This design comes from an exercise in tuning for small area and a short achievable clock period on the open sky130 flow, not from production work.
In this exercise RTL edits were held to simulation tests only and were not proved equivalent to the original.
Power is estimated from default activity; no workload was simulated.

File: flow/standard.sh
#!/bin/bash
# synth_recipe.tcl (not shown) runs the flow's synth.tcl, then flattens the netlist and writes it again
# the make line also repeats each setting of config.mk as NAME=value (left out here)
make -C /OpenROAD-flow-scripts/flow DESIGN_CONFIG=/design/flow/config.mk WORK_HOME=/design/flow/orfs CLKGATE_MAP_FILE= SYNTH_SCRIPT=/design/flow/synth_recipe.tcl "${@:-finish}"
File: flow/constraint.sdc
create_clock -name core_clock -period 6.0 [get_ports {clk}]
set_input_delay 1.2000 -clock core_clock [delete_from_list [all_inputs] [get_ports {clk}]]
set_output_delay 1.2000 -clock core_clock [all_outputs]
set_load 0.01 [all_outputs]
File: flow/flow/run.sh
#!/bin/bash
# The standard layout, with the port buffers made of the smallest buffer cell.
set -euo pipefail
export BUFFER_PORTS_ARGS="-buffer_cell sky130_fd_sc_hd__buf_1"
bash standard.sh > standard_flow.log 2>&1
File: flow/design.v
module robbus_engine (
    input  wire         clk,
    input  wire         ev_valid,
    input  wire [9:0]   ev,
    input  wire [7:0]   store_rdata,
    input  wire [127:0] h_reply,
    output wire         tx_valid,
    output wire [7:0]   tx_data,
    output wire         store_we,
    output wire [7:0]   store_wdata,
    output wire         h_call,
    output wire [127:0] h_arg
);
    localparam [2:0] RX_IDLE   = 3'd0;
    localparam [2:0] RX_WADDR  = 3'd1;
    localparam [2:0] RX_WGMASK = 3'd2;
    localparam [2:0] RX_WLEN   = 3'd3;
    localparam [2:0] RX_WDATA  = 3'd4;
    localparam [2:0] RX_WCSUM  = 3'd5;
    localparam [2:0] TX_IDLE  = 3'b000;
    localparam [2:0] TX_START = 3'b100;
    localparam [2:0] TX_ADDR  = 3'b101;
    localparam [2:0] TX_LEN   = 3'b110;
    localparam [2:0] TX_DATA  = 3'b111;
    reg [7:0]   addr;
    reg [2:0]   rx_state;
    reg         rx_esc;
    reg         is_svc;
    reg         is_grp;
    reg [7:0]   rx_tgt;      
    reg [7:0]   rx_len;      
    reg [7:0]   rx_idx;
    reg         f_h;         
    reg         f_ca;        
    reg         f_sw;        
    reg         f_pr;        
    reg [511:0] bm;          
    reg [2:0]   tx_state;
    reg         tx_esc;
    reg [7:0]   tx_nsum;     
    reg [7:0]   tx_rem;      
    reg [6:0]   tx_nx;       
    reg         tx_svc;      
    reg [7:0]   tx_cur;      
    reg [7:0]   tx_out;      
    wire [7:0] buf0 = bm[7:0];
    wire [7:0] buf1 = bm[15:8];
    wire [7:0] buf2 = bm[23:16];
    wire [7:0] buf3 = bm[31:24];
    wire       ev_rx    = ev_valid & ~ev[9] & ~ev[8];
    wire       ev_tick  = ev_valid & ~ev[9] &  ev[8];
    wire       ev_reset = ev_valid &  ev[9] & ~ev[8];
    wire [7:0] b        = ev[7:0];
    wire       b_small  = (b[7:2] == 6'd0);
    wire       cls_esc  = ev_rx & ~rx_esc & b_small & (b[1:0] == 2'd0);
    wire       cls_mark = ev_rx & ~rx_esc & b_small & (b[1:0] != 2'd0);
    wire       cls_data = ev_rx & (rx_esc | ~b_small);
    wire [7:0] v        = rx_esc ? {b[7:2] - 6'd1, b[1:0]} : b;
    wire st_wlen  = (rx_state == RX_WLEN);
    wire st_wdata = (rx_state == RX_WDATA);
    wire st_wcsum = (rx_state == RX_WCSUM);
    wire       csum_eq  = ev_rx & (b == rx_tgt);
    wire h_wr      = csum_eq & f_h;                      
    wire svc_wr    = csum_eq & f_sw;
    wire do_prime  = csum_eq & f_pr;
    wire do_ca     = csum_eq & f_ca;
    assign h_call      = h_wr;
    assign store_we    = do_ca;
    assign store_wdata = buf1;
    assign h_arg       = bm[127:0];
    wire       rx_wr = cls_data & st_wdata & ~rx_idx[7] & ~rx_idx[6];
    wire [7:0] wbus  = {8{~ev[9]}} & (st_wdata ? v : 8'h10);
    genvar gk;
    generate
        for (gk = 0; gk < 64; gk = gk + 1) begin : g_buf
            wire en = ev_reset | (rx_wr & (rx_idx[5:0] == gk))
                    | ((gk < 16) ? h_wr : 1'b0)
                    | ((gk < 2) ? svc_wr : 1'b0);
            wire [7:0] d;
            if (gk < 16) begin : g_h
                assign d = h_wr ? h_reply[8*gk +: 8] : wbus;
            end else begin : g_n
                assign d = wbus;
            end
            always @(posedge clk)
                if (en) bm[8*gk +: 8] <= d;
        end
    endgenerate
    wire [7:0] tgt_sub  = rx_tgt - b;
    wire       ent_cs   = cls_data & ((st_wlen & (v == 8'h00))
                                    | (st_wdata & (rx_idx + 8'd1 == rx_len)));
    wire       stay_cs  = st_wcsum & ~ev_reset & ~cls_mark & ~cls_data;
    wire       n_ok     = ent_cs ? (tgt_sub[7:2] != 6'd0)
                                 : (cls_esc | rx_esc | (rx_tgt[7:2] != 6'd0));
    wire       n_cs     = (ent_cs | stay_cs) & n_ok;
    wire [7:0] nb0 = (rx_wr & (rx_idx[5:0] == 6'd0)) ? wbus : buf0;
    wire [7:0] nb1 = (rx_wr & (rx_idx[5:0] == 6'd1)) ? wbus : buf1;
    wire [7:0] nb2 = (rx_wr & (rx_idx[5:0] == 6'd2)) ? wbus : buf2;
    wire [7:0] nb3 = (rx_wr & (rx_idx[5:0] == 6'd3)) ? wbus : buf3;
    wire       n_echo = (nb0 == 8'h10);
    wire       n_desc = (nb0 == 8'h11);
    wire       n_ca   = (nb0 == 8'h12) & (nb2 == addr) & (nb3 == (addr ^ nb1));
    always @(posedge clk) begin
        f_h  <= n_cs & ~is_svc;
        f_ca <= n_cs & is_svc & n_ca;
        f_sw <= n_cs & is_svc & (n_desc | n_ca);
        f_pr <= n_cs & (is_svc ? (n_echo | n_desc | n_ca) : ~is_grp);
    end
    wire s_start = (tx_state == TX_START);
    wire s_addr  = (tx_state == TX_ADDR);
    wire s_len   = (tx_state == TX_LEN);
    wire s_data  = (tx_state == TX_DATA);
    wire       tx_more = (tx_rem != 8'd0);
    wire [7:0] x       = s_len ? tx_rem : (tx_more ? tx_cur : tx_nsum);
    wire       x_small = (x[7:2] == 6'd0);
    wire [7:0] x_p4    = {x[7:2] + 6'd1, x[1:0]};
    wire       x_done  = tx_esc | ~x_small;
    wire [7:0] rd_nx   = tx_nx[6] ? 8'h00 : bm[8*tx_nx[5:0] +: 8];
    wire       adv_len  = ev_tick & s_len & x_done;
    wire       adv_data = ev_tick & s_data & x_done & tx_more;
    wire [7:0] nsum_n   = tx_nsum - x;
    wire       more_n   = s_len ? tx_more : (tx_rem != 8'd1);
    wire [7:0] x_n      = more_n ? (s_len ? tx_cur : rd_nx) : nsum_n;
    wire [7:0] x_n_out  = (x_n[7:2] == 6'd0) ? 8'h00 : x_n;
    wire [3:0] h_sel    = tx_nx[3:0] - 4'd1;
    wire [7:0] h_at_tx  = h_reply[8*h_sel +: 8];
    wire       h_hit    = h_wr & ((tx_nx[6:4] == 3'd0) | (tx_nx == 7'd16));
    wire       rx_hit   = rx_wr & ({1'b0, rx_idx[5:0]} + 7'd1 == tx_nx);
    wire [7:0] cur_w    = h_hit ? h_at_tx : wbus;
    wire [7:0] cur_w_out = tx_esc ? {cur_w[7:2] + 6'd1, cur_w[1:0]}
                         : (cur_w[7:2] == 6'd0) ? 8'h00 : cur_w;
    assign tx_valid = ev_tick & tx_state[2];
    assign tx_data  = tx_out;
    always @(posedge clk) begin
        if (ev_reset) begin
            addr     <= store_rdata;
            rx_state <= RX_IDLE;
            rx_esc   <= 1'b0;
            tx_state <= TX_IDLE;
            tx_esc   <= 1'b0;
        end else if (ev_rx) begin
            rx_esc <= cls_esc;
            if (cls_esc)
                rx_tgt <= rx_tgt + 8'd4;
            if (cls_mark) begin
                rx_tgt   <= 8'h00;
                is_svc   <= (b[1:0] == 2'd1);
                is_grp   <= (b[1:0] == 2'd3);
                rx_state <= RX_WADDR;
            end else if (cls_data) begin
                rx_tgt <= rx_tgt - b;
                case (rx_state)
                    RX_WADDR: begin
                        rx_len <= v ^ addr;
                        if (v[7])
                            rx_state <= RX_IDLE;
                        else if (is_grp)
                            rx_state <= RX_WGMASK;
                        else if (v == addr)
                            rx_state <= RX_WLEN;
                        else
                            rx_state <= RX_IDLE;
                    end
                    RX_WGMASK: begin
                        if ((v & rx_len) == 8'h00)
                            rx_state <= RX_WLEN;
                        else
                            rx_state <= RX_IDLE;
                    end
                    RX_WLEN: begin
                        rx_len   <= v;
                        rx_idx   <= 8'h00;
                        rx_state <= (v == 8'h00) ? RX_WCSUM : RX_WDATA;
                    end
                    RX_WDATA: begin
                        rx_idx <= rx_idx + 8'd1;
                        if (rx_idx + 8'd1 == rx_len)
                            rx_state <= RX_WCSUM;
                    end
                    RX_WCSUM: begin
                        rx_state <= RX_IDLE;
                        if (do_ca)
                            addr <= buf1;
                        if (do_prime) begin
                            tx_svc   <= is_svc;
                            tx_rem   <= ~is_svc ? 8'd16 : f_sw ? 8'd2 : rx_len;
                            tx_nx    <= 7'd1;
                            tx_nsum  <= 8'h00;
                            tx_esc   <= 1'b0;
                            tx_state <= TX_START;
                        end
                    end
                    default: ;
                endcase
            end
        end else if (ev_tick) begin
            case (tx_state)
                TX_START: tx_state <= TX_ADDR;
                TX_ADDR: begin
                    tx_nsum  <= tx_nsum - (addr | 8'h80);
                    tx_state <= TX_LEN;
                end
                TX_LEN, TX_DATA: begin
                    tx_esc <= ~x_done;
                    if (x_done) begin
                        if (s_len | tx_more)
                            tx_nsum <= nsum_n;
                        if (s_len)
                            tx_state <= TX_DATA;
                        else if (tx_more) begin
                            tx_rem <= tx_rem - 8'd1;
                            if (~(tx_nx[6] & tx_nx[0]))
                                tx_nx <= tx_nx + 7'd1;
                        end else
                            tx_state <= TX_IDLE;
                    end
                end
                default: ;
            endcase
        end
    end
    always @(posedge clk) begin
        if (adv_data)
            tx_cur <= rd_nx;
        else if (do_prime)
            tx_cur <= h_wr ? h_reply[7:0] : svc_wr ? 8'h10 : buf0;
        else if (h_hit | rx_hit)
            tx_cur <= cur_w;
    end
    always @(posedge clk) begin
        if (ev_tick) begin
            if (s_start)
                tx_out <= addr | 8'h80;
            else if (s_addr)
                tx_out <= (tx_rem[7:2] == 6'd0) ? 8'h00 : tx_rem;
            else if (~x_done)
                tx_out <= x_p4;
            else if (adv_len | adv_data)
                tx_out <= x_n_out;
        end else if (do_prime)
            tx_out <= {6'd0, ~is_svc, is_svc};
        else if ((h_hit | rx_hit) & s_data & tx_more)
            tx_out <= cur_w_out;
    end
endmodule
File: flow/config.mk
export PLATFORM = sky130hd
export DESIGN_NAME = robbus_engine
export DESIGN_NICKNAME = robbus_engine
export VERILOG_FILES = /design/flow/design.v
export SDC_FILE = /design/flow/constraint.sdc
export NUM_CORES = 4
export LEC_CHECK = 0
export CAP_MARGIN = 20
export CORE_MARGIN = 2
export CORE_UTILIZATION = 40
export CTS_BUF_LIST = sky130_fd_sc_hd__clkbuf_4 sky130_fd_sc_hd__clkbuf_8
export SETUP_SLACK_MARGIN = 2.6
export SLEW_MARGIN = 20
==> results of run 1 <==
[power by group through the flow]
stage | sequential, uW | combinational, uW | clock [uW]
after detailed placement | 4810 | 564 | 0
after floorplan | 4760 | 379 | 0
after global routing | 4730 | 688 | 3930
after CTS | 4720 | 610 | 3750
final | 4720 | 658 | 3690
after global placement | 4800 | 560 | 0
[timing repair]
action | 4_1_cts | 5_1_grt
hold buffers | 0 | 0
setup endpoints to repair | 557 | 404
pin swaps | 31 | 41
gates cloned | 7 | 1
buffers inserted | 67 | 43
resized for setup | 127 | 91
[cell usage after synthesis, types with 5 or more instances]
library cell / n / area (um2)
a211oi_1: 19 / 143
a21o_1: 22 / 165
a21oi_1: 67 / 335
a221oi_1: 14 / 123
a22oi_1: 17 / 128
a31o_2: 5 / 43.8
a31oi_1: 21 / 131
and2_1: 15 / 93.8
and3_1: 16 / 100
and3b_1: 5 / 43.8
and4_1: 9 / 78.8
buf_1: 14 / 52.6
buf_12: 7 / 140
buf_2: 34 / 170
buf_4: 147 / 1100
buf_6: 9 / 101
clkbuf_1: 84 / 315
dfxtp_1: 12 / 240
edfxtp_1: 585 / 17600
ha_1: 32 / 400
inv_1: 47 / 176
mux2_2: 15 / 169
mux2i_1: 52 / 521
mux4_2: 169 / 3810
nand2_1: 394 / 1480
nand2b_1: 11 / 68.8
nand3_1: 44 / 220
nand3b_1: 7 / 52.6
nand4_1: 14 / 87.6
nor2_1: 93 / 349
nor2b_1: 20 / 125
nor3_1: 21 / 105
nor4_1: 5 / 31.3
o211ai_1: 15 / 113
o21a_1: 9 / 67.6
o21ai_0: 117 / 586
o21ai_1: 11 / 55.1
o22ai_1: 11 / 68.8
o31ai_1: 5 / 37.5
or2_2: 9 / 56.3
or3_1: 16 / 100
xnor2_1: 70 / 613
xor2_1: 28 / 245
[through the flow]
step / power, uW / std cells / util, %
after global routing: 9350 / 3833 / 47.4
final: 9070 / 3837 / 47.5
after CTS: 9080 / 3780 / 46.3
after global placement: 5360 / 3526 / 42.2
after detailed placement: 5370 / 3526 / 42.2
after floorplan: 5140 / 2429 / -
[per-layer routing]
| metal | track usage, % | share of wire [%] | vias to the layer above |
|---|---|---|---|
| met5 | 0 | 0.021 | - |
| met4 | 10.0 | 4.0 | 4 |
| met3 | 6.45 | 11 | 261 |
| met2 | 43.1 | 46 | 1352 |
| met1 | 36.3 | 39 | 11700 |
| li1 | - | - | 9635 |
[logic make-up (layout without fill, tap and decap cells)]
group / Yosys count / in the layout / share of synthesized area [%]
compound gates: 388 / 389 / 7.92
xor+xnor: 104 / 104 / 3.13
fa+ha+maj: 34 / 34 / 1.38
buf+inv: 345 / 688 / 6.54
flops: 597 / 597 / 55.9
mux: 244 / 244 / 14.5
other cells: 0 / 13 / 0
simple gates: 717 / 718 / 10.6
[registers in the layout, indices dropped and copies added, names as in the netlist, 3 cells and up]
| register | count |
|---|---|
| bm | 512 |
| addr | 8 |
| rx_idx | 8 |
| rx_len | 8 |
| rx_tgt | 8 |
| tx_cur | 8 |
| tx_nsum | 8 |
| tx_out | 8 |
| tx_rem | 8 |
| tx_nx | 7 |
| rx_state | 3 |
| tx_state | 3 |
[cell type report]
type	count	area, um2	area share (%)
diodes	13	32.5	0.0869
clock buffers	128	1590	4.24
clock inverters	52	410	1.10
inverters	49	211	0.565
multi-input cells	1489	13100	35.0
flip-flops and latches	597	17800	47.6
well taps	1050	1310	3.51
repair buffers	459	2960	7.91
[worst max-delay path: cells and delay by family]
kind	cells	cell delay (ns)
and+or+nand+nor	2	0.49
xor gates and xnor gates	1	0.38
buffers and inverters	2	0.32
[worst paths after layout]
path	startpoint	end	slack [ns]
hold reg to reg	tx_state[2]$_SDFFE_PP0P_	tx_state[2]$_SDFFE_PP0P_	0.58
setup / recovery	ev[7]	h_call	2.40
setup reg to reg	tx_nx[0]$_SDFFCE_PN1P_	tx_out[0]$_DFFE_PP_	2.48
hold / removal	tx_state[2]$_SDFFE_PP0P_	tx_state[2]$_SDFFE_PP0P_	0.58
==> metrics.yaml, run 1 <==
setup_viol: 0
synth_flop_cell: "edfxtp_1"
ys_warn_count: 1
r2r_cells: 13
worstMarginPinSlew_ns: 1.16
grt_setup_unrepaired: "yes"
maxCapViolCount: 0
finish.net_count: 2877
grt_max_degree: 79
cts-buffers-inserted: 99
antenna_found_initial: 14
fin_crit_ns: 3.60
numPortBuffers: 294
max_slew_margin_pct: 22.8
num_vias: 23000
ys_seq_area_share_pct: 55.9
synth_area_per_cell_um2: 13.1
io-pin-count: 295
place_ws_ns: 1.07
internal_power_uw: 6880
worstPathRequired_ns: 4.80
cp.arrival_ns: 2.40
grt_pass1_vias: 22400
combPwrFrac_pct: 7.2
rows: 103
core_area_um2: 78900
fin_area_um2: 37400
wl_per_cell_um: 29.8
ys_ff_latch: 597
powerDensity_nw_per_um2: 242
grt_pass1_wl_mm: 160
drtPass1Iterations: 6
post_drt_via_cell_ratio: 5.99
finalSetupTns_ns: 0
drive_gt1_share_pct: 26.2
hold_path_class: "reg -> reg"
clockRootBuffer: "clkbuf_8"
async_flop_share_pct: 0
dp_hpwl_mm: 78.6
syn_area_um2: 31800
path_class: "in -> out"
die_h_um: 286
cp_cell_sequence: "buf_1 -> xnor2_4 -> and4_4 -> and2_4 -> buf_6"
post_dp_cell_area_um2: 33300
p_clk_share_pct: 40.7
die_w_um: 286
outcome: "timing/DRC/antenna clean"
drc: 0
totalWireLength_mm: 114
clk_latency_ns: 0.73
initial_core_util_pct: 40.4
ant_nets: 0
most-common-layout-cells: "edfxtp_1 (585), nand2_1 (389), buf_1 (282)"
cp-end-kind: "output port"
worst_slack_ns: 2.40
clock_path_buffers: 3
finalCritPeriodShare_pct: 59.9
area_delta_synth_final_pct: 17.5
max_clock_freq_mhz: 278
clkTransAtPathRegs_ns: 0.06
critPathLaunchType: "input port"
seq_power_share_pct: 52.0
slowest_delay_ns: 0.38
ir_drop_uv: 151
drt-initial-drc-count: 2843
numClockSinks: 597
crit_slowest_cell: "xnor2_4"
grt_overflow_total: 0
path_max_fanout: 5
slew_violations: 0
floorplan.die_area_um2: 81900
holdWs_ns: 0.576
synth.distinct_cells: 108
gp_congestion: 0.972
min_path_cells: 2
fillerInstances: 7095
finalHoldViolCount: 0
syn_nets: 2611
leakage_uw: 0.0133
cts_max_level: 3
synth_cells: 2429
switching_share_pct: 24.2
grt_usage_pct: 27.1
fin_skew_ns: 0.0218
cts_tree: "built"
final_common_cell: "edfxtp_1"
synth_edf_count: 585
p_sw_uw: 2190
==> inputs of run 2 (changes only) <==
--- a/flow/config.mk
+++ b/flow/config.mk
@@ -11,3 +11,3 @@
 export CTS_BUF_LIST = sky130_fd_sc_hd__clkbuf_4 sky130_fd_sc_hd__clkbuf_8
-export SETUP_SLACK_MARGIN = 2.6
+export SETUP_SLACK_MARGIN = 2.3
 export SLEW_MARGIN = 20
==> run 2 against run 1 <==
Critical endpoint is now bm[38]$_DFFE_PP_; clock skew is 0.037 ns higher; sequential share of layout area grew 1.7 points; routed wire length is 2.2% lower; synthesized area unchanged; final cell count is 1.4% lower; combinational power shrank 7.3%.
==> metrics.yaml, run 2 <==
fillerInstances: 7166  # was 7095
die_h_um: 286  # unchanged
synthTopCellsByArea: "edfxtp_1 (55%), mux4_2 (12%), nand2_1 (4.6%)"  # unchanged
ys_warn_count: 1  # unchanged
synth_most_common_cell: "edfxtp_1"  # unchanged
ir_drop_uv: 157  # was 151 uV
worstPathRequired_ns: 6.33  # was 4.80 ns
die_w_um: 286  # unchanged
core_area_um2: 78900  # unchanged
clk_latency_ns: 0.72  # was 0.73 ns
crit_top_cell: "nor3b_1"
num_vias: 22900  # was 23000
cp-end-kind: "register"  # was output port
grt_overflow_total: 0  # unchanged
cp_cell_sequence: "nor3b_1 -> buf_4 -> nand3_1 -> nor3b_1 -> nand2_1 -> o21ai_1"  # was buf_1 -> xnor2_4 -> and4_4 -> and2_4 -> buf_6
grt_max_degree: 106  # was 79
io-pin-count: 295  # unchanged
worst-path-buf-inv: 1  # was 2
rows: 103  # unchanged
grt_pass1_vias: 21900  # was 22400
regMostFlops: "bm"  # unchanged
ys_ff_latch: 597  # unchanged
synth_largest_area_cell: "edfxtp_1"  # unchanged
finalCritPeriodShare_pct: 62.4  # was 59.9%
outcome: "timing/DRC/antenna clean"  # unchanged
cp_top_family: "simple AND/OR/NAND/NOR gates"  # unchanged
synth.distinct_cells: 108  # unchanged
totalWireLength_mm: 112  # was 114 mm
gp_congestion: 0.972  # about the same
grt_setup_unrepaired: "yes"  # unchanged
cts_max_level: 3  # unchanged
max_clock_freq_mhz: 267  # was 278 MHz
finalSetupTns_ns: 0  # unchanged
max_slew_margin_pct: 25.7  # was 22.8%
cts-buffers-inserted: 98  # was 99
grt_usage_pct: 26.5  # was 27.1%
hold_path_class: "reg -> reg"  # unchanged
area_delta_synth_final_pct: 13.5  # was 17.5%
synth_area_per_cell_um2: 13.1  # unchanged
crit_slowest_cell: "nor3b_1"  # was xnor2_4
worst_slack_ns: 2.26  # was 2.40 ns
drc: 0  # unchanged
syn_area_um2: 31800  # unchanged
critPathLaunchType: "register"  # was input port
synth_top_area_share_pct: 55.2  # unchanged
slew_violations: 0  # unchanged
synth_cells: 2429  # unchanged
dp_hpwl_mm: 77.7  # was 78.6 mm
ant_nets: 0  # unchanged
cp.arrival_ns: 4.07  # was 2.40 ns
largest_reg_flops: 512  # unchanged
cts_tree: "built"  # unchanged
path_max_fanout: 11  # was 5
setup_viol: 0  # unchanged
syn_nets: 2611  # unchanged
wl_per_cell_um: 29.5  # was 29.8 um
numPortBuffers: 294  # unchanged
grt_pass1_wl_mm: 157  # was 160 mm
fin_crit_ns: 3.74  # was 3.60 ns
finish.net_count: 2826  # was 2877
leakage_uw: 0.0129  # was 0.0133 uW
maxCapViolCount: 0  # unchanged
drt-initial-drc-count: 3086  # was 2843
clockRootBuffer: "clkbuf_8"  # unchanged
slowest_delay_ns: 0.91  # was 0.38 ns
clkTransAtPathRegs_ns: 0.06  # about the same
synth_common_cells: "edfxtp_1 (585), nand2_1 (394), mux4_2 (169), buf_4 (147), o21ai_0 (117)"  # unchanged
async_flop_share_pct: 0  # unchanged
ys_seq_area_share_pct: 55.9  # unchanged
powerDensity_nw_per_um2: 250  # was 242 nW/um2
numClockSinks: 597  # unchanged
clock_path_buffers: 3  # unchanged
path_class: "reg -> reg"  # was in -> out
drive_gt1_share_pct: 22.2  # was 26.2%
final_common_cell: "edfxtp_1"  # unchanged
finalHoldViolCount: 0  # unchanged
synth_flop_cell: "edfxtp_1"  # unchanged
drtPass1Iterations: 7  # was 6
initial_core_util_pct: 40.4  # unchanged
fin_skew_ns: 0.0584  # was 0.0218 ns
floorplan.die_area_um2: 81900  # unchanged
post_drt_via_cell_ratio: 6.05  # was 5.99
antenna_found_initial: 5  # was 14
most-common-layout-cells: "edfxtp_1 (585), nand2_1 (391), buf_1 (282)"  # was edfxtp_1 (585), nand2_1 (389), buf_1 (282)
place_ws_ns: 1.13  # was 1.07 ns
worstMarginPinSlew_ns: 1.11  # was 1.16 ns
synth_edf_count: 585  # unchanged
## run 2: per-stage QoR
step	hold slack [ns]	utilization (%)	total power [uW]	cells	cell area, um2
final	0.651	45.8	9020	3782	36100
after detailed placement	0.640	41.9	5360	3531	33000
after global placement	0.596	41.8	5350	3530	33000
after global routing	0.694	45.8	9290	3782	36100
after floorplan	0.581	-	5130	2429	32000
after CTS	0.645	45.1	9050	3742	35600
## run 2: cell type report
type	instances	area, um2	share of cell area [%]
clock buffers	132	1630	4.51
repair buffers	409	2380	6.59
inverters	49	200	0.554
well taps	1050	1310	3.63
diodes	4	10.0	0.0277
clock inverters	52	389	1.08
multi-input cells	1489	12400	34.3
flip-flops and latches	597	17800	49.3
## run 2: what timing repair did
| item | 4_1_cts | 5_1_grt |
|---|---|---|
| pin swaps | 10 | 18 |
| gates resized for setup | 49 | 66 |
| cloned | 7 | 3 |
| buffers inserted | 20 | 33 |
| endpoints found under the setup margin | 104 | 108 |
| endpoints found under the hold margin | 0 | 0 |
| hold buffers | 0 | 0 |
## run 2: per-layer routing
metal  vias up  wire length (um)  global-route usage, %
li1       9546                 -                      -
met1     11700             44200                   36.9
met2      1387             50700                   41.3
met3       250             11900                   5.56
met4         4              4690                   9.57
met5         -                74                      0
## run 2: where the power goes
part	internal (uW)	switching [uW]
Clock	1960	1730
Sequential	4650	66.0
Combinational	235	375
## run 2: worst min-delay path: cells and delay by family, from the launching register on
| kind | cells | cell delay, ns |
|---|---|---|
| AO/OA/AOI/OAI | 1 | 0.06 |
| flip-flops | 1 | 0.42 |
| AND/OR/NAND/NOR | 1 | 0.12 |
## run 2: logic make-up after synthesis
| logic type | share of synthesized area (%) |
|---|---|
| fa+ha+maj | 1.38 |
| mux | 14.5 |
| flops | 55.9 |
| xor+xnor | 3.13 |
| compound gates | 7.92 |
| simple gates | 10.6 |
| buf+inv | 6.54 |
## run 2: worst paths after layout
kind                            cells past startpoint  slack, ns                     start                  endpoint
worst max-delay path                                6       2.26  rx_state[2]$_SDFFE_PP0P_          bm[38]$_DFFE_PP_
worst min-delay path                                2       0.65  tx_state[2]$_SDFFE_PP0P_  tx_state[2]$_SDFFE_PP0P_
worst max register to register                      6       2.26  rx_state[2]$_SDFFE_PP0P_          bm[38]$_DFFE_PP_
worst min register to register                      2       0.65  tx_state[2]$_SDFFE_PP0P_  tx_state[2]$_SDFFE_PP0P_
==> inputs of run 3 (changes only) <==
--- a/flow/config.mk
+++ b/flow/config.mk
@@ -9,5 +9,6 @@
 export CORE_MARGIN = 2
-export CORE_UTILIZATION = 40
+export CORE_UTILIZATION = 70
 export CTS_BUF_LIST = sky130_fd_sc_hd__clkbuf_4 sky130_fd_sc_hd__clkbuf_8
-export SETUP_SLACK_MARGIN = 2.3
+export PLACE_DENSITY = 0.8
+export SETUP_SLACK_MARGIN = 2.6
 export SLEW_MARGIN = 20
==> run 3 against run 2 <==
Critical endpoint is now tx_out[0]$_DFFE_PP_; critical path depth increased by 5; count of clock-buffer cells in the layout decreased by 12; worst hold slack got worse by 0.055 ns; synthesized cell count unchanged; first-iteration DRC count increased by 56%; clock power decreased by 2%; die area decreased by 42%; clock skew decreased by 0.019 ns; register-to-register slack improved by 0.15 ns; global-route usage increased by 21 points; via count increased by 7.3%.
==> metrics.yaml, run 3 <==
stdcell_count: 3329  # was 3782
drtPass1Iterations: 8  # was 7
min_path_cells: 2  # unchanged
synth_compound_area_share_pct: 7.92  # unchanged
cp-end-kind: "register"  # unchanged
place_ws_ns: 1.40  # was 1.13 ns
die_w_um: 217  # was 286 um
die_h_um: 217  # was 286 um
clock_path_buffers: 3  # unchanged
fillerInstances: 2417  # was 7166
min_to: "rx_esc$_SDFFE_PP0N_"  # was tx_state[2]$_SDFFE_PP0P_
synth_area_per_cell_um2: 13.1  # unchanged
fin_crit_ns: 3.59  # was 3.74 ns
grt_setup_unrepaired: "yes"  # unchanged
synth_cells: 2429  # unchanged
ys_warn_count: 1  # unchanged
drt-initial-drc-count: 4810  # was 3086
ys_seq_area_share_pct: 55.9  # unchanged
dp_hpwl_mm: 69.7  # was 77.7 mm
totalWireLength_mm: 115  # was 112 mm
synth_common_cells: "edfxtp_1 (585), nand2_1 (394), mux4_2 (169), buf_4 (147), o21ai_0 (117)"  # unchanged
wl_per_cell_um: 34.5  # was 29.5 um
synthTopCellsByArea: "edfxtp_1 (55%), mux4_2 (12%), nand2_1 (4.6%)"  # unchanged
final_common_cell: "edfxtp_1"  # unchanged
powerDensity_nw_per_um2: 248  # was 250 nW/um2
synth_flop_cell: "edfxtp_1"  # unchanged
outcome: "timing/DRC/antenna clean"  # unchanged
ir_drop_uv: 428  # was 157 uV
syn_area_um2: 31800  # unchanged
drc: 0  # unchanged
synth.distinct_cells: 108  # unchanged
initial_core_util_pct: 70.5  # was 40.4%
ys_ff_latch: 597  # unchanged
worstHoldStart: "rx_esc$_SDFFE_PP0N_"  # was tx_state[2]$_SDFFE_PP0P_
area_delta_synth_final_pct: 13.7  # was 13.5%
synth_top_family_by_area: "multiplexers"  # unchanged
critPathLaunchType: "register"  # unchanged
r2r_end: "tx_out[0]$_DFFE_PP_"  # was bm[38]$_DFFE_PP_
r2r_cells: 11  # was 6
cts-buffers-inserted: 94  # was 98
setup_viol: 0  # unchanged
clk_latency_ns: 0.74  # was 0.72 ns
async_flop_share_pct: 0  # unchanged
drive_gt1_share_pct: 24.2  # was 22.2%
slew_violations: 0  # unchanged
crit-reg2reg-launch: "tx_nx[0]$_SDFFCE_PN1P_"  # was rx_state[2]$_SDFFE_PP0P_
core_area_um2: 45200  # was 78900 um2
synthMuxAreaShare_pct: 14.5  # unchanged
cts_max_level: 3  # unchanged
finalHoldViolCount: 0  # unchanged
synth_top_area_share_pct: 55.2  # unchanged
ant_nets: 0  # unchanged
grt_max_degree: 94  # was 106
synth_simple_gate_area_share_pct: 10.6  # unchanged
gp_congestion: 1.03  # was 0.972
synth_largest_area_cell: "edfxtp_1"  # unchanged
num_vias: 24500  # was 22900
synth_xor_area_share_pct: 3.13  # unchanged
worst_slack_ns: 2.41  # was 2.26 ns
finalCritPeriodShare_pct: 59.9  # was 62.4%
cts_tree: "built"  # unchanged
leakage_uw: 0.0130  # was 0.0129 uW
regMostFlops: "bm"  # unchanged
finalSetupTns_ns: 0  # unchanged
post_drt_via_cell_ratio: 7.37  # was 6.05
grt_pass1_wl_mm: 160  # was 157 mm
postCtsHoldBufs: 0  # unchanged
post-place-cells: 3060  # was 3531
clkTransAtPathRegs_ns: 0.06  # about the same
grt_overflow_total: 0  # unchanged
regArea_um2: 17800  # about the same
synth_edf_count: 585  # unchanged
clockRootBuffer: "clkbuf_8"  # unchanged
maxCapViolCount: 0  # unchanged
max_clock_freq_mhz: 278  # was 267 MHz
antenna_found_initial: 7  # was 5
grt_usage_pct: 47.6  # was 26.5%
worstPathRequired_ns: 6.48  # was 6.33 ns
synth_most_common_cell: "edfxtp_1"  # unchanged
floorplan.die_area_um2: 47200  # was 81900 um2
hold_path_class: "reg -> reg"  # unchanged
finish.net_count: 2831  # was 2826
ff2ff_setup_slack_ns: 2.41  # was 2.26 ns
syn_nets: 2611  # unchanged
path_max_fanout: 16  # was 11
rows: 78  # was 103
synthAdderAreaFrac_pct: 1.38  # unchanged
path_class: "reg -> reg"  # unchanged
max_slew_margin_pct: 35.9  # was 25.7%
io-pin-count: 295  # unchanged
worstMarginPinSlew_ns: 0.961  # was 1.11 ns
grt_pass1_vias: 23700  # was 21900
startpoint: "tx_nx[0]$_SDFFCE_PN1P_"  # was rx_state[2]$_SDFFE_PP0P_
cp.arrival_ns: 4.07  # about the same
numPortBuffers: 294  # unchanged
multi_input_area_um2: 13000  # was 12400 um2
numClockSinks: 597  # unchanged
most-common-layout-cells: "edfxtp_1 (585), nand2_1 (386), buf_1 (283)"  # was edfxtp_1 (585), nand2_1 (391), buf_1 (282)
largest_reg_flops: 512  # unchanged
fin_skew_ns: 0.0389  # was 0.0584 ns
run 3: kinds of logic (layout without fill, tap and decap cells):
| group | count (synthesis) | after routing |
|---|---|---|
| XOR/XNOR | 104 | 104 |
| adder cells (fa/ha/maj) | 34 | 34 |
| other | 0 | 3 |
| AO/OA/AOI/OAI | 388 | 388 |
| flip-flops | 597 | 597 |
| AND/OR/NAND/NOR | 717 | 720 |
| multiplexers | 244 | 244 |
| buffers and inverters | 345 | 639 |
run 3: critical path, stage by stage (launching register included):
cell       delay (ns)
edfxtp_1         0.38
buf_12           0.19
buf_16           0.23
mux4_2           0.53
mux2i_1          0.47
mux2i_1          0.21
a2111oi_1        0.51
nor3_2           0.19
a21oi_2          0.19
nor3_2           0.07
a211oi_2         0.25
o21ai_1          0.10
run 3: power by group:
part           leakage (uW)  switching [uW]  internal (uW)  total [uW]
logic               0.00641             392            249         642
clock network      0.000988            1770           1840        3610
registers           0.00562            79.3           4650        4730
total                0.0130            2250           6740        8990
run 3: worst max-delay path by stage:
stage	end	slack, ns
floorplan	tx_out[1]$_DFFE_PP_	2.18
CTS	store_we	2.46
detailed placement	bm[378]$_DFFE_PP_	1.40
finish	tx_out[0]$_DFFE_PP_	2.41
global route	tx_out[0]$_DFFE_PP_	2.34
global placement	bm[371]$_DFFE_PP_	1.53
run 3: through the flow:
stage	util [%]	cell area, um2	power, uW	hold slack, ns
floorplan	-	32400	5140	0.589
global placement	72.1	32600	5330	0.593
detailed placement	72.1	32600	5350	0.603
CTS	79.0	35700	8800	0.624
global route	80.2	36200	9120	0.635
finish	80.2	36200	8990	0.597
run 3: cell type report:
cell class | instances | area share (%)
Inverter | 49 | 0.563
Tap cell | 600 | 2.07
Clock inverter | 53 | 1.03
Timing Repair Buffer | 417 | 7.11
Sequential cell | 597 | 49.2
Clock buffer | 120 | 4.16
Multi-Input combinational cell | 1490 | 35.9
Antenna cell | 3 | 0.0207
run 3: timing repair:
action / in CTS / in global routing
endpoints found under the setup margin: 604 / 443
setup buffers: 55 / 26
gates resized for setup: 115 / 65
pin swaps: 27 / 22
cloned: 11 / 1
hold endpoints to repair: 0 / 0
run 3: layer usage:
metal	up-vias	wire length, um	track usage [%]
met1	11700	35600	59.3
li1	9548	-	-
met3	706	16700	14.7
met2	2567	52400	73.0
met5	-	38	0
met4	6	10300	30.8
==> inputs of run 4 (changes only) <==
--- a/flow/config.mk
+++ b/flow/config.mk
@@ -9,5 +9,5 @@
 export CORE_MARGIN = 2
-export CORE_UTILIZATION = 70
+export CORE_UTILIZATION = 60
 export CTS_BUF_LIST = sky130_fd_sc_hd__clkbuf_4 sky130_fd_sc_hd__clkbuf_8
-export PLACE_DENSITY = 0.8
+export PLACE_DENSITY = 0.72
 export SETUP_SLACK_MARGIN = 2.6
==> run 4 against run 3 <==
Still clean; sequential share of layout area is 0.75 points lower; synthesized cell count stayed put; first-iteration DRC count is 33% lower; critical path depth is 4 lower; clock skew is 0.022 ns higher; final cell count is 3.7% higher; utilization is 10 points lower; routed wire length is 6.6% lower; global-route usage is 8.8 points lower; fmax is 0.98% higher; register-to-register slack better by 0.08 ns; worst hold slack worse by 0.034 ns; critical endpoint is now store_we.
==> metrics.yaml, run 4 <==
synth.distinct_cells: 108  # unchanged
worstPathRequired_ns: 4.80  # was 6.48 ns
initial_core_util_pct: 60.6  # was 70.5%
crit-reg2reg-launch: "tx_nx[0]$_SDFFCE_PN1P_"  # unchanged
grt_pass1_wl_mm: 151  # was 160 mm
holdWs_ns: 0.563  # was 0.597 ns
finalCritPeriodShare_pct: 59.3  # was 59.9%
crit_top_cell: "buf_6"
min_to: "tx_state[2]$_SDFFE_PP0P_"  # was rx_esc$_SDFFE_PP0N_
ant_nets: 0  # unchanged
largest_reg_flops: 512  # unchanged
r2r_end: "tx_out[1]$_DFFE_PP_"  # was tx_out[0]$_DFFE_PP_
slowest_delay_ns: 0.27  # was 0.53 ns
postCtsHoldBufs: 0  # unchanged
regMostFlops: "bm"  # unchanged
die_h_um: 234  # was 217 um
ir_drop_uv: 244  # was 428 uV
crit_slowest_cell: "ha_4"  # was mux4_2
synth_cells: 2429  # unchanged
finalSetupTns_ns: 0  # unchanged
grt_overflow_total: 0  # unchanged
min_path_cells: 2  # unchanged
synth_flop_cell: "edfxtp_1"  # unchanged
clock_path_buffers: 3  # unchanged
drt-initial-drc-count: 3207  # was 4810
path_max_fanout: 3  # was 16
core_area_um2: 52600  # was 45200 um2
maxCapViolCount: 0  # unchanged
syn_area_um2: 31800  # unchanged
post_drt_via_cell_ratio: 6.80  # was 7.37
gp_congestion: 1.04  # was 1.03
cp.arrival_ns: 2.36  # was 4.07 ns
grt_setup_unrepaired: "yes"  # unchanged
clkTransAtPathRegs_ns: 0.06  # about the same
critPathLaunchType: "input port"  # was register
drive_gt1_share_pct: 25.6  # was 24.2%
synth_area_per_cell_um2: 13.1  # unchanged
async_flop_share_pct: 0  # unchanged
rows: 84  # was 78
p_clk_share_pct: 40.5  # was 40.2%
place_ws_ns: 1.41  # was 1.40 ns
most-common-layout-cells: "edfxtp_1 (585), nand2_1 (389), buf_1 (283)"  # was edfxtp_1 (585), nand2_1 (386), buf_1 (283)
antenna_found_initial: 7  # unchanged
fin_crit_ns: 3.56  # was 3.59 ns
die_w_um: 234  # was 217 um
synth_top_area_share_pct: 55.2  # unchanged
grt_pass1_vias: 22500  # was 23700
fin_util_pct: 70.0  # was 80.2%
finish.net_count: 2868  # was 2831
num_vias: 23500  # was 24500
numClockSinks: 597  # unchanged
cp_cell_sequence: "buf_1 -> buf_6 -> ha_4 -> and3_4 -> and4_4 -> and2_4 -> buf_6"  # was buf_12 -> buf_16 -> mux4_2 -> mux2i_1 -> mux2i_1 -> a2111oi_1 -> nor3_2 -> a21oi_2 -> nor3_2 -> a211oi_2 -> o21ai_1
floorplan.die_area_um2: 54900  # was 47200 um2
dp_hpwl_mm: 71.4  # was 69.7 mm
hold_path_class: "reg -> reg"  # unchanged
max_clock_freq_mhz: 281  # was 278 MHz
synthTopCellsByArea: "edfxtp_1 (55%), mux4_2 (12%), nand2_1 (4.6%)"  # unchanged
numPortBuffers: 294  # unchanged
powerDensity_nw_per_um2: 245  # was 248 nW/um2
synth_largest_area_cell: "edfxtp_1"  # unchanged
area_delta_synth_final_pct: 15.5  # was 13.7%
slew_violations: 0  # unchanged
seq_power_share_pct: 52.3  # was 52.7%
combPwrFrac_pct: 7.1  # about the same
cts_max_level: 3  # unchanged
internal_power_uw: 6870  # was 6740 uW
worstHoldStart: "tx_state[2]$_SDFFE_PP0P_"  # was rx_esc$_SDFFE_PP0N_
cts_tree: "built"  # unchanged
cp-end-kind: "output port"  # was register
path_class: "in -> out"  # was reg -> reg
grt_max_degree: 125  # was 94
synth_edf_count: 585  # unchanged
setup_viol: 0  # unchanged
p_sw_uw: 2150  # was 2250 uW
totalWireLength_mm: 107  # was 115 mm
final_common_cell: "edfxtp_1"  # unchanged
drc: 0  # unchanged
switching_share_pct: 23.9  # was 25.0%
fin_skew_ns: 0.0611  # was 0.0389 ns
worstMarginPinSlew_ns: 1.20  # was 0.961 ns
ys_ff_latch: 597  # unchanged
finalHoldViolCount: 0  # unchanged
max_slew_margin_pct: 19.8  # was 35.9%
p_total_uw: 9020  # was 8990 uW
ys_warn_count: 1  # unchanged
ys_seq_area_share_pct: 55.9  # unchanged
ff2ff_setup_slack_ns: 2.49  # was 2.41 ns
syn_nets: 2611  # unchanged
worst_slack_ns: 2.44  # was 2.41 ns
synth_common_cells: "edfxtp_1 (585), nand2_1 (394), mux4_2 (169), buf_4 (147), o21ai_0 (117)"  # unchanged
clk_latency_ns: 0.74  # about the same
r2r_cells: 12  # was 11
leakage_uw: 0.0132  # was 0.0130 uW
synth_most_common_cell: "edfxtp_1"  # unchanged
drtPass1Iterations: 7  # was 8
clockRootBuffer: "clkbuf_8"  # unchanged
grt_usage_pct: 38.8  # was 47.6%
io-pin-count: 295  # unchanged
outcome: "timing/DRC/antenna clean"  # unchanged
wl_per_cell_um: 31.1  # was 34.5 um
cts-buffers-inserted: 99  # was 94
-- run 4: cell counts after synthesis --
Identical to the previous run, type by type.
-- run 4: kinds of logic after synthesis --
| logic type | Yosys count | share of synthesized area (%) |
|---|---|---|
| buffers and inverters | 345 | 6.54 |
| muxes | 244 | 14.5 |
| and+or+nand+nor | 717 | 10.6 |
| AOI/OAI and AO/OA | 388 | 7.92 |
| adders and majority gates | 34 | 1.38 |
| DFF | 597 | 55.9 |
| xor gates and xnor gates | 104 | 3.13 |
-- run 4: how the worst max path moves through the flow --
stage | start | to | slack [ns] | cells past startpoint
detailed placement | ev[2] | tx_out[7]$_DFFE_PP_ | 1.41 | 13
global placement | ev[9] | tx_cur[3]$_DFFE_PP_ | 1.58 | 7
CTS | ev[0] | store_we | 2.47 | 7
finish | ev[0] | store_we | 2.44 | 7
floorplan | ev[4] | tx_out[1]$_DFFE_PP_ | 2.18 | 8
global route | tx_rem[0]$_DFFE_PP_ | tx_out[1]$_DFFE_PP_ | 2.41 | 14
-- run 4: worst max-delay path, delay by kind of cell --
kind | cells | cell delay (ns)
adders and majority gates | 1 | 0.27
and+or+nand+nor | 3 | 0.57
buffers and inverters | 3 | 0.31
-- run 4: power groups by stage --
stage	clock network (uW)	registers [uW]	logic [uW]
final	3660	4720	643
after global routing	3850	4730	666
after CTS	3680	4720	598
after detailed placement	0	4800	548
after global placement	0	4800	541
after floorplan	0	4760	379
-- run 4: metal layers --
layer	global-route usage, %	part of all wire [%]
met5	0	0.025
met4	19.1	5.6
met3	9.48	12
met2	59.4	46
met1	52.4	36
-- run 4: layout make-up --
class / instances / area [um2]
clock buffers: 125 / 1580
fillers: 3664 / 15800
well taps: 688 / 861
repair buffers: 449 / 2830
clock inverters: 51 / 404
diodes: 4 / 10.0
flip-flops and latches: 597 / 17800
multi-input cells: 1490 / 13100
inverters: 49 / 201
-- run 4: what timing repair did --
action                     CTS  global route
pin swaps                   26            17
cloned                      10             3
setup endpoints to repair  382           261
buffers inserted            74            31
gates resized for setup    128            71
-- run 4: per-stage QoR --
step | area [um2] | std cells
floorplan | 32400 | 2429
global placement | 32800 | 3155
detailed placement | 32800 | 3155
CTS | 36200 | 3415
global route | 36800 | 3453
finish | 36800 | 3453
==> inputs of run 5 (changes only) <==
--- a/flow/config.mk
+++ b/flow/config.mk
@@ -12,3 +12,3 @@
 export PLACE_DENSITY = 0.72
-export SETUP_SLACK_MARGIN = 2.6
+export SETUP_SLACK_MARGIN = 2.5
 export SLEW_MARGIN = 20
==> run 5 against run 4 <==
Still clean on timing, DRC and antenna; sequential share of layout area grew 1.0 points; sequential cell count unchanged; sequential power hardly changed; worst hold slack improved by 0.012 ns; utilization decreased by 1.5 points; synthesized area unchanged; largest power group unchanged; highest routed layer unchanged.
==> metrics.yaml, run 5 <==
r2r_cells: 12  # unchanged
numPortBuffers: 294  # unchanged
floorplan.die_area_um2: 54900  # unchanged
outcome: "timing/DRC/antenna clean"  # unchanged
clkTransAtPathRegs_ns: 0.06  # about the same
hold_path_class: "reg -> reg"  # unchanged
finish.net_count: 2838  # was 2868
syn_area_um2: 31800  # unchanged
synth_edf_count: 585  # unchanged
grt_overflow_total: 0  # unchanged
totalWireLength_mm: 103  # was 107 mm
finalHoldViolCount: 0  # unchanged
synth_cells: 2429  # unchanged
most-common-layout-cells: "edfxtp_1 (585), nand2_1 (391), buf_1 (282)"  # was edfxtp_1 (585), nand2_1 (389), buf_1 (283)
post_drt_via_cell_ratio: 6.76  # was 6.80
syn_nets: 2611  # unchanged
finalSetupTns_ns: 0  # unchanged
synthAdderAreaFrac_pct: 1.38  # unchanged
ys_ff_latch: 597  # unchanged
r2r_end: "tx_out[0]$_DFFE_PP_"  # was tx_out[1]$_DFFE_PP_
synthMuxAreaShare_pct: 14.5  # unchanged
path_class: "in -> out"  # unchanged
max_slew_margin_pct: 39.4  # was 19.8%
powerDensity_nw_per_um2: 245  # about the same
cts-buffers-inserted: 96  # was 99
grt_max_degree: 69  # was 125
grt_usage_pct: 37.1  # was 38.8%
cts_max_level: 3  # unchanged
clk_latency_ns: 0.73  # was 0.74 ns
crit-reg2reg-launch: "tx_nx[0]$_SDFFCE_PN1P_"  # unchanged
synth_area_per_cell_um2: 13.1  # unchanged
synth_common_cells: "edfxtp_1 (585), nand2_1 (394), mux4_2 (169), buf_4 (147), o21ai_0 (117)"  # unchanged
synth_largest_area_cell: "edfxtp_1"  # unchanged
drc: 0  # unchanged
numClockSinks: 597  # unchanged
async_flop_share_pct: 0  # unchanged
largest_reg_flops: 512  # unchanged
cts_tree: "built"  # unchanged
clock_path_buffers: 3  # unchanged
finalCritPeriodShare_pct: 60.6  # was 59.3%
synth_simple_gate_area_share_pct: 10.6  # unchanged
synth_top_family_by_area: "multiplexers"  # unchanged
synth_top_area_share_pct: 55.2  # unchanged
synth_xor_area_share_pct: 3.13  # unchanged
worstMarginPinSlew_ns: 0.908  # was 1.20 ns
fin_skew_ns: 0.0306  # was 0.0611 ns
synth_most_common_cell: "edfxtp_1"  # unchanged
drt-initial-drc-count: 3216  # was 3207
drive_gt1_share_pct: 24.0  # was 25.6%
ff2ff_setup_slack_ns: 2.40  # was 2.49 ns
clockRootBuffer: "clkbuf_8"  # unchanged
io-pin-count: 295  # unchanged
cp.arrival_ns: 2.43  # was 2.36 ns
setup_viol: 0  # unchanged
synthTopCellsByArea: "edfxtp_1 (55%), mux4_2 (12%), nand2_1 (4.6%)"  # unchanged
p_total_uw: 8830  # was 9020 uW
maxCapViolCount: 0  # unchanged
grt_pass1_wl_mm: 146  # was 151 mm
ir_drop_uv: 317  # was 244 uV
synth_flop_cell: "edfxtp_1"  # unchanged
dp_hpwl_mm: 72.1  # was 71.4 mm
startpoint: "ev[0]"  # unchanged
core_area_um2: 52600  # unchanged
leakage_uw: 0.0129  # was 0.0132 uW
worstPathRequired_ns: 4.80  # about the same
postCtsHoldBufs: 0  # unchanged
grt_setup_unrepaired: "yes"  # unchanged
antenna_found_initial: 5  # was 7
wl_per_cell_um: 30.2  # was 31.1 um
cp-end-kind: "output port"  # unchanged
ys_warn_count: 1  # unchanged
max_clock_freq_mhz: 275  # was 281 MHz
slew_violations: 0  # unchanged
gp_congestion: 1.01  # was 1.04
synth.distinct_cells: 108  # unchanged
crit_path_end: "store_we"  # unchanged
fin_crit_ns: 3.63  # was 3.56 ns
rows: 84  # unchanged
num_vias: 23100  # was 23500
post-place-cells: 3156  # was 3155
ant_nets: 0  # unchanged
path_max_fanout: 3  # unchanged
drtPass1Iterations: 7  # unchanged
critPathLaunchType: "input port"  # unchanged
die_w_um: 234  # unchanged
final_common_cell: "edfxtp_1"  # unchanged
diodes: 0  # was 4
area_delta_synth_final_pct: 13.1  # was 15.5%
stdcell_count: 3417  # was 3453
grt_pass1_vias: 21800  # was 22500
initial_core_util_pct: 60.6  # unchanged
ys_seq_area_share_pct: 55.9  # unchanged
regMostFlops: "bm"  # unchanged
synth_compound_area_share_pct: 7.92  # unchanged
die_h_um: 234  # unchanged
-- run 5: cell counts after synthesis --
Identical to the previous run, type by type.
-- run 5: how the worst min path moves through the flow --
stage | start | end | slack [ns] | depth (start not counted)
global route | tx_state[2]$_SDFFE_PP0P_ | tx_state[2]$_SDFFE_PP0P_ | 0.61 | 2
global placement | tx_state[2]$_SDFFE_PP0P_ | tx_state[2]$_SDFFE_PP0P_ | 0.61 | 2
detailed placement | tx_state[2]$_SDFFE_PP0P_ | tx_state[2]$_SDFFE_PP0P_ | 0.61 | 2
floorplan | rx_len[2]$_DFFE_PP_ | tx_rem[2]$_DFFE_PP_ | 0.59 | 2
finish | tx_state[2]$_SDFFE_PP0P_ | tx_state[2]$_SDFFE_PP0P_ | 0.58 | 2
CTS | tx_state[2]$_SDFFE_PP0P_ | tx_state[2]$_SDFFE_PP0P_ | 0.65 | 2
-- run 5: layer usage --
layer	GRT usage [%]	share of wire, %
met5	0.268	0.074
met4	18.5	5.6
met3	8.68	11
met2	57.0	46
met1	50.0	37
-- run 5: cells by family after synthesis --
family                     count (synthesis)
and+or+nand+nor                          717
AOI/OAI and AO/OA                        388
xor gates and xnor gates                 104
DFF                                      597
buffers and inverters                    345
adders and majority gates                 34
muxes                                    244
-- run 5: worst max-delay path, cell delays in order --
cell	delay, ns
buf_6	0.09
buf_6	0.12
ha_4	0.27
and3_4	0.19
and4_4	0.26
and2_4	0.19
buf_6	0.11
-- run 5: power breakdown --
part,internal (uW),leakage (uW),switching (uW),total [uW]
logic,244,0.00628,373,617
clock network,1820,0.00100,1660,3480
registers,4650,0.00562,71.3,4730
-- run 5: layout make-up --
type / instances / area (um2)
repair buffers: 421 / 2400
multi-input cells: 1490 / 12800
repair inverters: 1 / 5.00
clock buffers: 130 / 1580
well taps: 688 / 861
clock inverters: 41 / 308
inverters: 49 / 210
flip-flops and latches: 597 / 17800
fillers: 3725 / 16500
-- run 5: repair_timing --
item,CTS,global route
gates cloned,5,2
gates resized for setup,90,69
pin swaps,23,25
endpoints found under the setup margin,328,191
setup buffers,49,34
-- run 5: stage by stage --
step / utilization, % / setup WS (ns) / hold slack (ns) / cell area [um2]
6_report: 68.6 / 2.37 / 0.575 / 36000
5_1_grt: 68.6 / 2.33 / 0.606 / 36000
4_1_cts: 67.4 / 2.39 / 0.653 / 35400
3_5_place_dp: 62.2 / 1.33 / 0.611 / 32700
3_3_place_gp: 62.2 / 1.44 / 0.610 / 32700
2_1_floorplan: - / 2.18 / 0.589 / 32300
==> inputs of run 6 (changes only) <==
--- a/flow/config.mk
+++ b/flow/config.mk
@@ -12,3 +12,3 @@
 export PLACE_DENSITY = 0.72
-export SETUP_SLACK_MARGIN = 2.5
+export SETUP_SLACK_MARGIN = 2.75
 export SLEW_MARGIN = 20
==> run 6 against run 5 <==
Count of clock-buffer cells in the layout fell by 13; non-clock buffer count rose by 33; critical path depth rose by 1; worst hold slack improved by 0.045 ns; die area did not move; worst setup slack improved by 0.077 ns; sequential share of layout area fell by 1.4 points; largest cell class unchanged; highest routed layer unchanged.
==> metrics.yaml, run 6 <==
outcome: "timing/DRC/antenna clean"  # unchanged
wl_per_cell_um: 31.2  # was 30.2 um
drive_gt1_share_pct: 26.3  # was 24.0%
fin_util_pct: 70.5  # was 68.6%
leakage_uw: 0.0133  # was 0.0129 uW
path_max_fanout: 3  # unchanged
most-common-layout-cells: "edfxtp_1 (585), nand2_1 (381), buf_1 (282)"  # was edfxtp_1 (585), nand2_1 (391), buf_1 (282)
max_slew_margin_pct: 35.1  # was 39.4%
grt_usage_pct: 39.7  # was 37.1%
setup_viol: 0  # unchanged
cts_tree: "built"  # unchanged
fin_area_um2: 37100  # was 36000 um2
multi_input_area_um2: 13300  # was 12800 um2
finalSetupTns_ns: 0  # unchanged
numClockSinks: 597  # unchanged
ys_ff_latch: 597  # unchanged
ys_seq_area_share_pct: 55.9  # unchanged
syn_nets: 2611  # unchanged
dp_hpwl_mm: 72.1  # about the same
finalHoldViolCount: 0  # unchanged
area_delta_synth_final_pct: 16.4  # was 13.1%
drc: 0  # unchanged
cts-buffers-inserted: 97  # was 96
core_area_um2: 52600  # unchanged
post-place-cells: 3156  # unchanged
powerDensity_nw_per_um2: 240  # was 245 nW/um2
clockRootBuffer: "clkbuf_8"  # unchanged
p_total_uw: 8900  # was 8830 uW
clk_latency_ns: 0.73  # about the same
numPortBuffers: 294  # unchanged
maxCapViolCount: 0  # unchanged
synthTopCellsByArea: "edfxtp_1 (55%), mux4_2 (12%), nand2_1 (4.6%)"  # unchanged
clock_path_buffers: 3  # unchanged
fin_skew_ns: 0.0577  # was 0.0306 ns
grt_setup_unrepaired: "yes"  # unchanged
syn_area_um2: 31800  # unchanged
largest_reg_flops: 512  # unchanged
synth_cells: 2429  # unchanged
cp_cell_sequence: "buf_6 -> buf_6 -> inv_4 -> ha_4 -> and4_4 -> and4_4 -> and2_4 -> buf_6"  # was buf_6 -> buf_6 -> ha_4 -> and3_4 -> and4_4 -> and2_4 -> buf_6
rows: 84  # unchanged
num_vias: 23500  # was 23100
grt_pass1_wl_mm: 154  # was 146 mm
fillerInstances: 3616  # was 3725
drt-initial-drc-count: 3229  # was 3216
die_h_um: 234  # unchanged
cts_max_level: 3  # unchanged
postCtsHoldBufs: 0  # unchanged
async_flop_share_pct: 0  # unchanged
antenna_found_initial: 10  # was 5
synth.distinct_cells: 108  # unchanged
synth_top_area_share_pct: 55.2  # unchanged
gp_congestion: 1.04  # was 1.01
hold_path_class: "reg -> reg"  # unchanged
ys_warn_count: 1  # unchanged
slowest_delay_ns: 0.25  # was 0.27 ns
fin_crit_ns: 3.56  # was 3.63 ns
worstPathRequired_ns: 4.80  # about the same
worstMarginPinSlew_ns: 0.974  # was 0.908 ns
grt_overflow_total: 0  # unchanged
final_common_cell: "edfxtp_1"  # unchanged
cp.arrival_ns: 2.36  # was 2.43 ns
synth_area_per_cell_um2: 13.1  # unchanged
die_w_um: 234  # unchanged
initial_core_util_pct: 60.6  # unchanged
ant_nets: 0  # unchanged
synth_most_common_cell: "edfxtp_1"  # unchanged
drtPass1Iterations: 6  # was 7
synth_common_cells: "edfxtp_1 (585), nand2_1 (394), mux4_2 (169), buf_4 (147), o21ai_0 (117)"  # unchanged
finalCritPeriodShare_pct: 59.3  # was 60.6%
grt_max_degree: 105  # was 69
crit_slowest_cell: "ha_4"  # unchanged
cp-end-kind: "output port"  # unchanged
synth_edf_count: 585  # unchanged
synth_flop_cell: "edfxtp_1"  # unchanged
floorplan.die_area_um2: 54900  # unchanged
critPathLaunchType: "input port"  # unchanged
io-pin-count: 295  # unchanged
synth_largest_area_cell: "edfxtp_1"  # unchanged
stdcell_count: 3465  # was 3417
clkTransAtPathRegs_ns: 0.06  # about the same
post_drt_via_cell_ratio: 6.79  # was 6.76
path_class: "in -> out"  # unchanged
finish.net_count: 2871  # was 2838
cp_top_family: "simple AND/OR/NAND/NOR gates"  # unchanged
max_clock_freq_mhz: 281  # was 275 MHz
worst-path-buf-inv: 4  # was 3
regMostFlops: "bm"  # unchanged
grt_pass1_vias: 22700  # was 21800
totalWireLength_mm: 108  # was 103 mm
crit_top_cell: "buf_6"  # unchanged
regArea_um2: 17800  # unchanged
ir_drop_uv: 234  # was 317 uV
slew_violations: 0  # unchanged
post_dp_cell_area_um2: 33000  # was 32700 um2
[run 6: cell counts after synthesis]
Identical to the previous run, type by type.
[run 6: final timing paths]
check	start	endpoint	slack (ns)	cells after the start
worst max-delay path	ev[1]	store_we	2.44	8
worst min-delay path	rx_esc$_SDFFE_PP0N_	rx_esc$_SDFFE_PP0N_	0.62	2
worst min register to register	rx_esc$_SDFFE_PP0N_	rx_esc$_SDFFE_PP0N_	0.62	2
worst max register to register	tx_rem[4]$_DFFE_PP_	tx_out[1]$_DFFE_PP_	2.50	17
[run 6: worst min-delay path, delay by kind of cell (launching register included)]
kind               cells  cell delay, ns
and+or+nand+nor        1            0.10
DFF                    1            0.40
AOI/OAI and AO/OA      1            0.07
[run 6: routing by layer]
metal | wire [um] | GRT usage [%]
met5 | 26 | 0
met4 | 6060 | 19.0
met3 | 12800 | 9.61
met2 | 50000 | 61.1
met1 | 39400 | 53.5
[run 6: cell families after synthesis]
logic type               share of synthesized area, %
AND/OR/NAND/NOR                                  10.6
buffers and inverters                            6.54
AO/OA/AOI/OAI                                    7.92
flip-flops                                       55.9
adder cells (fa/ha/maj)                          1.38
multiplexers                                     14.5
XOR/XNOR                                         3.13
[run 6: per-stage QoR]
step	hold WS [ns]	setup WS, ns
2_1_floorplan	0.589	2.18
3_3_place_gp	0.611	1.51
3_5_place_dp	0.617	1.39
4_1_cts	0.636	2.41
5_1_grt	0.651	2.39
6_report	0.621	2.44
[run 6: repair_timing]
action | 4_1_cts | 5_1_grt
pin swaps | 26 | 47
gates cloned | 9 | 4
buffers inserted | 73 | 36
endpoints found under the setup margin | 638 | 492
gates resized for setup | 121 | 93
[run 6: layout make-up]
class                      count  share of cell area [%]
sequential                   597                    48.1
clock buffer                 117                    4.01
clock inverter                58                    1.10
antenna                       12                  0.0810
inverter                      49                   0.581
timing repair buffer         454                    7.98
tap                          688                    2.32
multi-input combinational   1490                    35.9
[run 6: power breakdown]
part | internal, uW | switching (uW) | total (uW)
Clock | 1860 | 1670 | 3530
Sequential | 4650 | 66.2 | 4720
Combinational | 264 | 388 | 651
Total | 6770 | 2130 | 8900
==> inputs of run 7 (changes only) <==
--- a/flow/config.mk
+++ b/flow/config.mk
@@ -10,5 +10,4 @@
 export CORE_UTILIZATION = 60
-export CTS_BUF_LIST = sky130_fd_sc_hd__clkbuf_4 sky130_fd_sc_hd__clkbuf_8
 export PLACE_DENSITY = 0.72
-export SETUP_SLACK_MARGIN = 2.75
+export SETUP_SLACK_MARGIN = 2.6
 export SLEW_MARGIN = 20
==> run 7 against run 6 <==
Critical path depth grew 7; non-clock buffer count grew 28; synthesized cell count is the same; via count grew 0.59%; sequential cell count is the same; highest routed layer unchanged; synthesized area is the same; final area grew 1.2%; worst hold slack lost 0.044 ns.
==> metrics.yaml, run 7 <==
clockRootBuffer: "clkbuf_16"  # was clkbuf_8
synthTopCellsByArea: "edfxtp_1 (55%), mux4_2 (12%), nand2_1 (4.6%)"  # unchanged
final_common_cell: "edfxtp_1"  # unchanged
outcome: "timing/DRC/antenna clean"  # unchanged
synth.distinct_cells: 108  # unchanged
grt_max_degree: 125  # was 105
postCtsHoldBufs: 0  # unchanged
crit_slowest_cell: "mux4_2"  # was ha_4
synth_largest_area_cell: "edfxtp_1"  # unchanged
numClockSinks: 597  # unchanged
max_slew_margin_pct: 23.5  # was 35.1%
drive_gt1_share_pct: 25.7  # was 26.3%
slew_violations: 0  # unchanged
core_area_um2: 52600  # unchanged
dp_hpwl_mm: 71.4  # was 72.1 mm
rows: 84  # unchanged
cp_top_family: "multiplexers"  # was simple AND/OR/NAND/NOR gates
synth_area_per_cell_um2: 13.1  # unchanged
drt-initial-drc-count: 3514  # was 3229
synth_edf_count: 585  # unchanged
syn_nets: 2611  # unchanged
regMostFlops: "bm"  # unchanged
path_max_fanout: 7  # was 3
synth_flop_cell: "edfxtp_1"  # unchanged
syn_area_um2: 31800  # unchanged
ys_seq_area_share_pct: 55.9  # unchanged
ant_nets: 0  # unchanged
async_flop_share_pct: 0  # unchanged
cp_cell_sequence: "buf_8 -> buf_8 -> inv_2 -> ha_4 -> buf_12 -> buf_16 -> buf_12 -> mux4_2 -> mux4_2 -> mux2i_4 -> buf_4 -> nor4_4 -> xnor2_1 -> a21oi_1 -> a31oi_1"  # was buf_6 -> buf_6 -> inv_4 -> ha_4 -> and4_4 -> and4_4 -> and2_4 -> buf_6
ys_ff_latch: 597  # unchanged
powerDensity_nw_per_um2: 247  # was 240 nW/um2
synth_common_cells: "edfxtp_1 (585), nand2_1 (394), mux4_2 (169), buf_4 (147), o21ai_0 (117)"  # unchanged
synth_top_area_share_pct: 55.2  # unchanged
r2r_cells: 15  # was 17
clkTransAtPathRegs_ns: 0.06  # about the same
maxCapViolCount: 0  # unchanged
drtPass1Iterations: 6  # unchanged
grt_overflow_total: 0  # unchanged
worst-path-buf-inv: 7  # was 4
hold_path_class: "reg -> reg"  # unchanged
finalCritPeriodShare_pct: 59.1  # was 59.3%
worstPathRequired_ns: 6.39  # was 4.80 ns
most-common-layout-cells: "edfxtp_1 (585), nand2_1 (387), buf_1 (283)"  # was edfxtp_1 (585), nand2_1 (381), buf_1 (282)
slowest_delay_ns: 0.62  # was 0.25 ns
drc: 0  # unchanged
multi_input_area_um2: 13300  # about the same
clock_path_buffers: 3  # unchanged
regArea_um2: 17800  # about the same
grt_pass1_wl_mm: 152  # was 154 mm
area_delta_synth_final_pct: 17.7  # was 16.4%
min_path_cells: 2  # unchanged
grt_pass1_vias: 22500  # was 22700
grt_setup_unrepaired: "yes"  # unchanged
finalHoldViolCount: 0  # unchanged
die_w_um: 234  # unchanged
num_vias: 23700  # was 23500
path_class: "reg -> reg"  # was in -> out
synth_cells: 2429  # unchanged
setup_viol: 0  # unchanged
cp.arrival_ns: 3.94  # was 2.36 ns
largest_reg_flops: 512  # unchanged
fin_skew_ns: 0.0264  # was 0.0577 ns
clk_latency_ns: 0.66  # was 0.73 ns
holdWs_ns: 0.577  # was 0.621 ns
finish.net_count: 2862  # was 2871
cts_tree: "built"  # unchanged
ir_drop_uv: 273  # was 234 uV
floorplan.die_area_um2: 54900  # unchanged
numPortBuffers: 294  # unchanged
critPathLaunchType: "register"  # was input port
crit_cells: 15  # was 8
cts_max_level: 2  # was 3
gp_congestion: 1.04  # about the same
leakage_uw: 0.0135  # was 0.0133 uW
fillerInstances: 3510  # was 3616
cts-buffers-inserted: 61  # was 97
worstMarginPinSlew_ns: 1.14  # was 0.974 ns
io-pin-count: 295  # unchanged
fin_crit_ns: 3.55  # was 3.56 ns
synth_most_common_cell: "edfxtp_1"  # unchanged
totalWireLength_mm: 111  # was 108 mm
grt_usage_pct: 39.0  # was 39.7%
die_h_um: 234  # unchanged
initial_core_util_pct: 60.6  # unchanged
post_drt_via_cell_ratio: 6.93  # was 6.79
max_clock_freq_mhz: 282  # was 281 MHz
finalSetupTns_ns: 0  # unchanged
wl_per_cell_um: 32.3  # was 31.2 um
ys_warn_count: 1  # unchanged
cp-end-kind: "register"  # was output port
antenna_found_initial: 7  # was 10
-- run 7: area by class of cell --
| class | count | area share (%) |
|---|---|---|
| clock buffers | 68 | 4.14 |
| well taps | 688 | 2.30 |
| flip-flops and latches | 597 | 47.5 |
| multi-input cells | 1489 | 35.5 |
| inverters | 49 | 0.534 |
| repair buffers | 482 | 8.84 |
| clock inverters | 40 | 1.19 |
| diodes | 5 | 0.0334 |
-- run 7: path summary, 6_finish.rpt --
check	slack (ns)	end	start
setup / recovery	2.45	tx_out[7]$_DFFE_PP_	tx_nx[0]$_SDFFCE_PN1P_
hold / removal	0.58	tx_state[2]$_SDFFE_PP0P_	tx_state[2]$_SDFFE_PP0P_
setup reg to reg	2.45	tx_out[7]$_DFFE_PP_	tx_nx[0]$_SDFFCE_PN1P_
hold reg to reg	0.58	tx_state[2]$_SDFFE_PP0P_	tx_state[2]$_SDFFE_PP0P_
-- run 7: power by group --
part           leakage (uW)  internal [uW]  total [uW]  switching, uW
Sequential          0.00562           4650        4720           70.2
Combinational       0.00688            271         669            398
Clock              0.000964           2170        3860           1690
Total                0.0135           7090        9250           2160
-- run 7: repair_timing --
item,in CTS,in global routing
endpoints found under the setup margin,572,327
gates resized for setup,137,115
pin swaps,31,44
setup buffers,78,59
gates cloned,11,2
-- run 7: tightest hold or removal path: cells and delay by family (launching register included) --
family	cells	cell delay, ns
DFF	1	0.39
and+or+nand+nor	1	0.09
AOI/OAI and AO/OA	1	0.06
-- run 7: logic make-up after synthesis --
| family | Yosys count | synth area share, % |
|---|---|---|
| buf+inv | 345 | 6.54 |
| simple gates | 717 | 10.6 |
| flops | 597 | 55.9 |
| xor+xnor | 104 | 3.13 |
| compound gates | 388 | 7.92 |
| mux | 244 | 14.5 |
| fa+ha+maj | 34 | 1.38 |
-- run 7: metal layers --
| metal | up-vias | routed length [um] | track usage [%] | share of wire, % |
|---|---|---|---|---|
| met2 | 1945 | 50100 | 59.6 | 45 |
| li1 | 9602 | - | - | - |
| met3 | 397 | 14400 | 9.36 | 13 |
| met5 | - | 36 | 0 | 0.033 |
| met1 | 11700 | 38800 | 52.3 | 35 |
| met4 | 6 | 7280 | 20.6 | 6.6 |
-- run 7: per-stage QoR --
stage | worst slack (ns) | std cells | utilization (%) | instance area [um2] | total power, uW
after floorplan | 2.18 | 2429 | - | 32400 | 5140
after global placement | 1.58 | 3155 | 62.3 | 32800 | 5340
after detailed placement | 1.41 | 3155 | 62.4 | 32800 | 5350
after CTS | 2.47 | 3352 | 69.0 | 36300 | 9170
after global routing | 2.37 | 3417 | 71.4 | 37500 | 9430
final | 2.45 | 3418 | 71.4 | 37500 | 9250

-- afterwards: timing with drivers on the ports --
Ports are ideal in the flow. The routed layouts listed here were re-timed in OpenROAD.
Step 1 sets driving cells, clkbuf_16 on the clock port and buf_2 on the other inputs (assumed; they add their load-dependent delay and slew).
Step 2, shift: input delay + t, output delay - t, t = (earliest + latest rising clock arrival at the registers) / 2. This alone moves slack from input paths to output paths.
a / b / c = ideal / step 1 / step 2; a / b = the first two.
| run | t (ns) | setup slack, ns | pins driven straight from the clock port |
|---|---|---|---|
| run 1 | 0.776 | 2.404 / 2.358 / 1.765 | 1 |
| run 2 | 0.755 | 2.257 / 2.257 / 1.574 | 1 |
| run 3 | 0.780 | 2.406 / 2.366 / 1.799 | 1 |
| run 4 | 0.764 | 2.441 / 2.344 / 1.848 | 1 |
| run 5 | 0.772 | 2.366 / 2.317 / 1.687 | 1 |
| run 6 | 0.756 | 2.443 / 2.341 / 1.796 | 1 |
| run 7 | 0.712 | 2.454 / 2.383 / 1.862 | 1 |
After both steps setup and hold are still met in every run listed. For run 2, which loses most, drivers alone change the setup slack by 0.000 ns; drivers and shift together by -0.683 ns.
